This is an optimization exercise on Yosys and OpenROAD, whose aim is small area, a short achievable clock period and few clock cycles per item, not a production implementation.
The RTL of this run was laid out without a check of its function.

File: run.sh
#!/bin/bash
# synth_recipe.tcl (not shown) runs the flow's synth.tcl, then flattens the netlist and writes it again
# the make line also repeats each setting of config.mk as NAME=value (left out here)
make -C /OpenROAD-flow-scripts/flow DESIGN_CONFIG=/design/flow/config.mk WORK_HOME=/design/flow/orfs CLKGATE_MAP_FILE= SYNTH_SCRIPT=/design/flow/synth_recipe.tcl finish
File: config.mk
export PLATFORM = sky130hd
export DESIGN_NAME = pola_codec
export DESIGN_NICKNAME = pola_codec
export VERILOG_FILES = /design/flow/design.v
export SDC_FILE = /design/flow/constraint.sdc
export NUM_CORES = 4
export LEC_CHECK = 0
export CAP_MARGIN = 20
export CORE_MARGIN = 2
export CORE_UTILIZATION = 40
export SLEW_MARGIN = 20
File: constraint.sdc
create_clock -name core_clock -period 60.0 [get_ports {clk}]
set_input_delay 12.0000 -clock core_clock [delete_from_list [all_inputs] [get_ports {clk}]]
set_output_delay 12.0000 -clock core_clock [all_outputs]
set_load 0.01 [all_outputs]
File: design.v
module fp32_mul (
    input  wire [31:0] a,
    input  wire [31:0] b,
    output reg  [31:0] y
);
    wire        sa = a[31];
    wire        sb = b[31];
    wire [7:0]  ea = a[30:23];
    wire [7:0]  eb = b[30:23];
    wire [22:0] fa = a[22:0];
    wire [22:0] fb = b[22:0];
    wire a_nan  = (ea == 8'hFF) && (fa != 0);
    wire b_nan  = (eb == 8'hFF) && (fb != 0);
    wire a_inf  = (ea == 8'hFF) && (fa == 0);
    wire b_inf  = (eb == 8'hFF) && (fb == 0);
    wire a_zero = (ea == 8'h00) && (fa == 0);
    wire b_zero = (eb == 8'h00) && (fb == 0);
    wire sy = sa ^ sb;
    wire [23:0] ma = {ea != 0, fa};
    wire [23:0] mb = {eb != 0, fb};
    wire [9:0]  xa = (ea == 0) ? 10'd1 : {2'b00, ea};
    wire [9:0]  xb = (eb == 0) ? 10'd1 : {2'b00, eb};
    wire [47:0] p = ma * mb;
    reg [5:0] lz;
    integer i;
    always @(*) begin
        lz = 6'd0;
        for (i = 0; i < 48; i = i + 1)
            if (p[i]) lz = 6'd47 - i[5:0];
    end
    wire [47:0] pn = p << lz;
    wire signed [10:0] be = $signed({1'b0, xa}) + $signed({1'b0, xb})
                            - 11'sd126 - $signed({5'b0, lz});
    wire signed [10:0] sh_full = 11'sd1 - be;
    wire [5:0]  sh = (be >= 1) ? 6'd0 : (sh_full > 11'sd50) ? 6'd50 : sh_full[5:0];
    wire [73:0] x  = {pn, 26'b0} >> sh;
    wire [23:0] mant = x[73:50];
    wire        g    = x[49];
    wire        s    = |x[48:0];
    wire        rnd  = g & (s | mant[0]);
    wire [7:0]  field = (be >= 1) ? be[7:0] : 8'd0;
    wire [30:0] mag   = {field, mant[22:0]} + {30'b0, rnd};
    always @(*) begin
        if (a_nan || b_nan || (a_inf && b_zero) || (b_inf && a_zero))
            y = 32'h7FC00000;
        else if (a_inf || b_inf)
            y = {sy, 8'hFF, 23'b0};
        else if (a_zero || b_zero)
            y = {sy, 31'b0};
        else if (be >= 11'sd255)
            y = {sy, 8'hFF, 23'b0};
        else
            y = {sy, mag};
    end
endmodule
module fp32_add (
    input  wire [31:0] a,
    input  wire [31:0] b,
    output reg  [31:0] y
);
    wire a_nan = (a[30:23] == 8'hFF) && (a[22:0] != 0);
    wire b_nan = (b[30:23] == 8'hFF) && (b[22:0] != 0);
    wire a_inf = (a[30:23] == 8'hFF) && (a[22:0] == 0);
    wire b_inf = (b[30:23] == 8'hFF) && (b[22:0] == 0);
    wire        swap = b[30:0] > a[30:0];
    wire [31:0] l = swap ? b : a;
    wire [31:0] r = swap ? a : b;
    wire [7:0]  el = l[30:23];
    wire [7:0]  er = r[30:23];
    wire [23:0] ml = {el != 0, l[22:0]};
    wire [23:0] mr = {er != 0, r[22:0]};
    wire [7:0]  xl = (el == 0) ? 8'd1 : el;
    wire [7:0]  xr = (er == 0) ? 8'd1 : er;
    wire [7:0]  d_full = xl - xr;
    wire [4:0]  d = (d_full > 8'd27) ? 5'd27 : d_full[4:0];
    wire [26:0] rx     = {mr, 3'b000};
    wire [26:0] rsh    = rx >> d;
    wire [26:0] lost   = rx & ~({27{1'b1}} << d);
    wire [26:0] ra     = {rsh[26:1], rsh[0] | (|lost)};
    wire [26:0] la     = {ml, 3'b000};
    wire        same = (l[31] == r[31]);
    wire [27:0] sum  = same ? ({1'b0, la} + {1'b0, ra}) : ({1'b0, la} - {1'b0, ra});
    reg [4:0] lz;
    integer i;
    always @(*) begin
        lz = 5'd27;
        for (i = 0; i < 27; i = i + 1)
            if (sum[i]) lz = 5'd26 - i[4:0];
    end
    wire [8:0] xl_m1 = {1'b0, xl} - 9'd1;
    reg [26:0] nm;      
    reg [8:0]  ne;      
    reg [4:0]  shl;
    always @(*) begin
        if (sum[27]) begin
            nm = {sum[27:2], sum[1] | sum[0]};
            ne = {1'b0, xl} + 9'd1;
            shl = 5'd0;
        end else begin
            shl = ({4'b0, lz} < xl_m1) ? lz : xl_m1[4:0];
            nm = sum[26:0] << shl;
            ne = {1'b0, xl} - {4'b0, shl};
        end
    end
    wire [23:0] mant  = nm[26:3];
    wire        g     = nm[2];
    wire        st    = nm[1] | nm[0];
    wire        rnd   = g & (st | mant[0]);
    wire [7:0]  field = mant[23] ? ne[7:0] : 8'd0;
    wire [30:0] mag   = {field, mant[22:0]} + {30'b0, rnd};
    always @(*) begin
        if (a_nan || b_nan || (a_inf && b_inf && (a[31] != b[31])))
            y = 32'h7FC00000;
        else if (a_inf)
            y = a;
        else if (b_inf)
            y = b;
        else if (sum == 28'd0)
            y = same ? {l[31], 31'b0} : 32'h00000000;
        else if (ne >= 9'd255)
            y = {l[31], 8'hFF, 23'b0};
        else
            y = {l[31], mag};
    end
endmodule
module fp32_div (
    input  wire [31:0] a,
    input  wire [31:0] b,
    output reg  [31:0] y
);
    wire [7:0]  ea = a[30:23];
    wire [7:0]  eb = b[30:23];
    wire [22:0] fa = a[22:0];
    wire [22:0] fb = b[22:0];
    wire a_nan  = (ea == 8'hFF) && (fa != 0);
    wire b_nan  = (eb == 8'hFF) && (fb != 0);
    wire a_inf  = (ea == 8'hFF) && (fa == 0);
    wire b_inf  = (eb == 8'hFF) && (fb == 0);
    wire a_zero = (ea == 8'h00) && (fa == 0);
    wire b_zero = (eb == 8'h00) && (fb == 0);
    wire sy = a[31] ^ b[31];
    wire [23:0] ma = {ea != 0, fa};
    wire [23:0] mb = {eb != 0, fb};
    reg [4:0] lza, lzb;
    integer i;
    always @(*) begin
        lza = 5'd0;
        lzb = 5'd0;
        for (i = 0; i < 24; i = i + 1) begin
            if (ma[i]) lza = 5'd23 - i[4:0];
            if (mb[i]) lzb = 5'd23 - i[4:0];
        end
    end
    wire [23:0] man = ma << lza;
    wire [23:0] mbn = mb << lzb;
    reg [26:0] q;
    reg [24:0] r;
    integer k;
    always @(*) begin
        r = {1'b0, man};
        for (k = 26; k >= 0; k = k - 1) begin
            if (r >= {1'b0, mbn}) begin
                q[k] = 1'b1;
                r = r - {1'b0, mbn};
            end else begin
                q[k] = 1'b0;
            end
            r = r << 1;
        end
    end
    wire rem_nz = (r != 0);
    wire [26:0] qn = q[26] ? q : {q[25:0], 1'b0};
    wire signed [10:0] xa = (ea == 0) ? 11'sd1 : $signed({3'b0, ea});
    wire signed [10:0] xb = (eb == 0) ? 11'sd1 : $signed({3'b0, eb});
    wire signed [10:0] be = xa - $signed({6'b0, lza}) - xb + $signed({6'b0, lzb})
                            + (q[26] ? 11'sd127 : 11'sd126);
    wire signed [10:0] sh_full = 11'sd1 - be;
    wire [5:0]  sh = (be >= 1) ? 6'd0 : (sh_full > 11'sd30) ? 6'd30 : sh_full[5:0];
    wire [56:0] x  = {qn, 30'b0} >> sh;
    wire [23:0] mant = x[56:33];
    wire        g    = x[32];
    wire        s    = (|x[31:0]) | rem_nz;
    wire        rnd  = g & (s | mant[0]);
    wire [7:0]  field = (be >= 1) ? be[7:0] : 8'd0;
    wire [30:0] mag   = {field, mant[22:0]} + {30'b0, rnd};
    always @(*) begin
        if (a_nan || b_nan || (a_zero && b_zero) || (a_inf && b_inf))
            y = 32'h7FC00000;
        else if (a_inf || b_zero)
            y = {sy, 8'hFF, 23'b0};
        else if (a_zero || b_inf)
            y = {sy, 31'b0};
        else if (be >= 11'sd255)
            y = {sy, 8'hFF, 23'b0};
        else
            y = {sy, mag};
    end
endmodule
module pola_codec (
    input  wire        clk,
    input  wire        rst,
    input  wire        dec_in_valid,
    output wire        dec_in_ready,
    input  wire [11:0] dec_code,
    output reg         dec_out_valid,
    output reg  [31:0] dec_sample,
    input  wire        enc_in_valid,
    output wire        enc_in_ready,
    input  wire [31:0] enc_sample,
    output reg         enc_out_valid,
    output reg  [11:0] enc_code
);
    localparam [31:0] F_ONE   = 32'h3F800000;    
    localparam [31:0] F_MONE  = 32'hBF800000;    
    localparam [31:0] F_TWO   = 32'h40000000;    
    localparam [31:0] F_HALF  = 32'h3F000000;    
    localparam [31:0] F_N     = 32'h457FF000;    
    localparam [11:0] N       = 12'd4095;
    assign dec_in_ready = 1'b1;
    assign enc_in_ready = 1'b1;
    reg        dv_r, ev_r;
    reg [11:0] code_r;
    reg [31:0] samp_r;
    always @(posedge clk) begin
        if (rst) begin
            dv_r <= 1'b0;
            ev_r <= 1'b0;
        end else begin
            dv_r <= dec_in_valid;
            ev_r <= enc_in_valid;
        end
        if (dec_in_valid) code_r <= dec_code;
        if (enc_in_valid) samp_r <= enc_sample;
    end
    reg [3:0] lz;
    integer i;
    always @(*) begin
        lz = 4'd0;
        for (i = 0; i < 12; i = i + 1)
            if (code_r[i]) lz = 4'd11 - i[3:0];
    end
    wire [11:0] code_n = code_r << lz;
    wire [31:0] code_f = (code_r == 12'd0) ? 32'h00000000 :
                         {1'b0, 8'd138 - {4'b0, lz}, code_n[10:0], 12'b0};
    wire [31:0] quot, dbl, dec_c;
    fp32_div u_div  (.a(code_f), .b(F_N),    .y(quot));
    fp32_mul u_mul2 (.a(quot),   .b(F_TWO),  .y(dbl));
    fp32_add u_sub1 (.a(dbl),    .b(F_MONE), .y(dec_c));
    wire [31:0] sum1, half, w;
    fp32_add u_add1 (.a(samp_r), .b(F_ONE),  .y(sum1));
    fp32_mul u_mulh (.a(sum1),   .b(F_HALF), .y(half));
    fp32_mul u_muln (.a(half),   .b(F_N),    .y(w));
    wire        w_nan = (w[30:23] == 8'hFF) && (w[22:0] != 0);
    wire [23:0] w_m   = {w[30:23] != 0, w[22:0]};
    wire [7:0]  w_e   = w[30:23];
    wire [7:0]  w_d   = w_e - 8'd126;
    wire [5:0]  w_sh  = (w_e >= 8'd126) ? w_d[5:0] : 6'd0;
    wire [37:0] w_x   = {14'b0, w_m} << w_sh;           
    wire [14:0] w_2   = (w_e >= 8'd126) ? w_x[37:23] : 15'd0;
    wire [15:0] w_r1  = {1'b0, w_2} + 16'd1;
    wire [13:0] w_r   = w_r1[14:1];                      
    reg  [11:0] enc_c;
    always @(*) begin
        if (w_nan)
            enc_c = 12'd0;
        else if (w[31])
            enc_c = 12'd0;                  
        else if (w_e >= 8'd140)
            enc_c = N;                      
        else if (w_r > {2'b0, N})
            enc_c = N;
        else
            enc_c = w_r[11:0];
    end
    always @(posedge clk) begin
        if (rst) begin
            dec_out_valid <= 1'b0;
            enc_out_valid <= 1'b0;
        end else begin
            dec_out_valid <= dv_r;
            enc_out_valid <= ev_r;
        end
        if (dv_r) dec_sample <= dec_c;
        if (ev_r) enc_code <= enc_c;
    end
endmodule
==> results by group <==
Worst hold path
  – HP Start: ev_r
  – Min-Delay Path Depth: 1
  – Hold worst-path end: enc_out_valid
  – Hold crit path type: reg2reg

Flow run
  – Max cap viols: 0

Synth
  – Synth Instances: 7915
  – Average size of a mapped cell: 6.75 um^2
  – Asr flop ratio synth: 0%
  – Post-Synth XOR/XNOR Area: 4.15%
  – Post-synth EDFFs: 88
  – Simple-gate share of the synthesized area: 29.9%
  – Post-synthesis sequential area ratio: 5.10%
  – Mux cell area share after synthesis: 7.05%
  – Count leader, synth: nor2_1
  – Synth area leader: nor2_1
  – Adder-Cell Fraction of Synth Area: 12.0%
  – Netlist Area Pre-Place: 53400 um^2
  – Cell variety after synth: 143
  – Largest family of logic cells by synthesized area: compound AO/OA/AOI/OAI gates
  – Synth top area share: 6.13%
  – Compound-Gate Fraction of Synth Area: 35.6%
  – Predominant post-synthesis flop cell: edfxtp_1
  – Area contributors post-synth: nor2_1 6.1%, fa_1 6.1%, ha_1 5.9%
  – Synth cell count leaders: 872 x nor2_1, 807 x nand2_1, 560 x a21oi_1, 419 x o21ai_0, 372 x inv_1
  – Synthesis warning total: 4
  – Register bit total from synthesis: 92

Detailed routing
  – Starting DRT DRC Count: 9293
  – WL/cell: 25.5 um
  – Post-route ant nets: 0
  – DRC errors left: 0
  – Vias after detailed routing: 65547
  – First-pass detailed-route iteration total: 9
  – Drt total wl: 242000 um
  – Via/cell ratio: 6.90

Placement
  – HPWL Detailed: 193000 um
  – Number of placed instances, taps included: 9479
  – Placer congestion estimate: 1.04
  – Port buffer count: 93
  – Pre-CTS WS: 19300 ps

Clock network
  – Clock sink total: 92
  – H-tree depth: 3
  – CTS Hold Bufs: 0
  – CTS tree: done
  – # Post-CTS Setup Buffers: 0
  – Post-CTS Resized: 0
  – Clk root buf: clkbuf_16
  – Clock network latency to the later pin of the worst-skew pair: 440 ps
  – CTS Buffer Depth: 2
  – CTS Buf Count: 9
  – Clk slew on worst S/H paths: 70 ps

Worst setup path
  – Max incr delay on CP: 870 ps
  – Slowest cell on crit path: a311oi_1
  – Crit Path Category: reg2reg
  – Most used cell, CP: a21oi_1
  – Required @ worst endpoint: 60260 ps
  – Crit. End Element: flip-flop
  – Data arrival time of the critical path: 41900 ps
  – Reg2reg path depth: 146
  – Worst r2r src: samp_r[30]
  – Reg2reg end: enc_code[6]
  – Startpoint Class: flip-flop
  – Crit-path max FO: 30
  – R2r setup slk: 18360 ps

Floorplan
  – Starting density of the core: 40.2%
  – # IOs: 96
  – Site Rows: 134
  – Die height: 369 um
  – Die area: 136000 um^2
  – Core area: 133000 um^2
  – Die width: 369 um

Outcome
  – Status: complete, no violations

Final layout
  – Filler instances: 14085
  – Non-Filler Instances: 9496
  – Layout cells sized above 1: 6.20%
  – Layout area overhead: 5.15%
  – NumNets Final: 8182
  – Core Util, Final: 42.3%

STA
  – Final worst slack: 18360 ps
  – RSZ-0062 raised after global routing: no
  – Slew @ Worst Pin: 1140 ps
  – Final period util: 69.4%
  – Final Slew Violations: 0
  – Setup_tns: 0 ps
  – Slew HR: 23.2%
  – Setup violations, final: 0
  – Max Clock Skew: 20.4 ps
  – Max Fclk: 24.0 MHz
  – Min cycle time layout: 41640 ps
  – Final hold violation count: 0

Global route
  – First-pass GRT wire length: 369000 um
  – All-Layer GR Usage: 33.7%
  – Initial antenna violation count: 5
  – Grt ovf: 0
  – Vias in the first global route: 60903
  – Largest net degree at the start of global routing: 57
## placed cells by master (no fill, tap or decap), types with 65 or more instances in the layout
master / n
o21a_1: 68
nand2_1: 807
a21o_1: 115
nor4_1: 84
o21ai_0: 419
xor2_1: 80
nor3_1: 302
a22oi_1: 67
inv_1: 372
nor2_1: 867
mux2_2: 70
o22ai_1: 87
ha_1: 250
clkdlybuf4s50_1: 92
mux2i_1: 271
a211oi_1: 162
and2_1: 108
a21oi_1: 557
buf_4: 123
o31ai_1: 73
and3_1: 109
nand3_1: 320
o211ai_1: 146
or3_1: 96
or2_2: 65
fa_1: 162
xnor2_1: 169
edfxtp_1: 88
o21bai_1: 74
nand4_1: 100
a31oi_1: 137
o21ai_1: 77
nand2b_1: 87
## registers in the layout, summed over array words and instances (netlist names)
register       flops
code_r            12
dec_out_valid      1
dec_sample        32
dv_r               1
enc_code          12
enc_out_valid      1
ev_r               1
samp_r            32
## stage by stage
step	area (um^2)	hold slack [ps]
3_3_place_gp	55800	886
3_5_place_dp	55800	889
2_1_floorplan	53400	628
5_1_grt	56200	938
4_1_cts	56100	916
6_report	56200	878
## layer usage
layer  vias up  wire [um]  global-route usage, %
met4         4      10500                   12.9
met1     31207     102000                   46.0
li1      29618          -                      -
met2      4019     106000                   52.6
met3       699      24100                   5.90
met5         -         23                      0
## worst max path at each step
stage                from  cells past startpoint            to  slack [ps]
3_3_place_gp   samp_r[30]                    150   enc_code[6]       19760
4_1_cts        samp_r[30]                    146   enc_code[6]       19140
5_1_grt        samp_r[30]                    146   enc_code[6]       15150
6_report       samp_r[30]                    146   enc_code[6]       18360
2_1_floorplan  samp_r[30]                    168  enc_code[10]       25250
3_5_place_dp   samp_r[30]                    146   enc_code[6]       19300
## worst max-delay path, delay by kind of cell, from the launching register on
kind	cells	cell delay (ps)
buf+inv	15	3240
xor+xnor	2	360
flops	1	680
fa+ha+maj	17	6570
compound gates	74	18120
mux	3	930
simple gates	35	11420
## final cells by class
cell class / count / area [um^2] / area share [%]
clock inverters: 7 / 115 / 0.205
multi-input cells: 7013 / 47600 / 84.7
well taps: 1768 / 2210 / 3.94
repair buffers: 216 / 1850 / 3.29
flip-flops and latches: 92 / 2720 / 4.85
diodes: 1 / 2.50 / 0.00445
inverters: 390 / 1470 / 2.61
clock buffers: 9 / 225 / 0.401
## kinds of logic (layout without fill, tap and decap cells)
group	Yosys count	in the layout
AND/OR/NAND/NOR	3252	3252
AO/OA/AOI/OAI	2727	2727
multiplexers	360	360
adder cells (fa/ha/maj)	416	416
XOR/XNOR	253	253
other	1	6
flip-flops	92	92
buffers and inverters	814	622

==> what the ideal ports hide <==
No port has a modelled driver above. Below, the same layout with a new extraction and two added sets of constraints.
Step 1 sets driving cells, clkbuf_16 on the clock port and buf_2 on the other inputs (assumed; they add their load-dependent delay and slew).
Step 2 times the ports against the registers' clock, not the clock port: input delays grow and output delays shrink by t, the midpoint of the rising clock arrivals with the driver on.
a / b / c = ideal ports / drivers / drivers and shift; a / b = the first two.
shift t [ns]: 0.491
setup WS [ns]: 18.360 / 18.360 / 18.360
hold slack, ns: 0.878 / 0.878 / 0.878
After both steps this run still meets setup and hold. For this run, drivers alone change the setup slack by 0.000 ns; drivers and shift together by 0.000 ns.
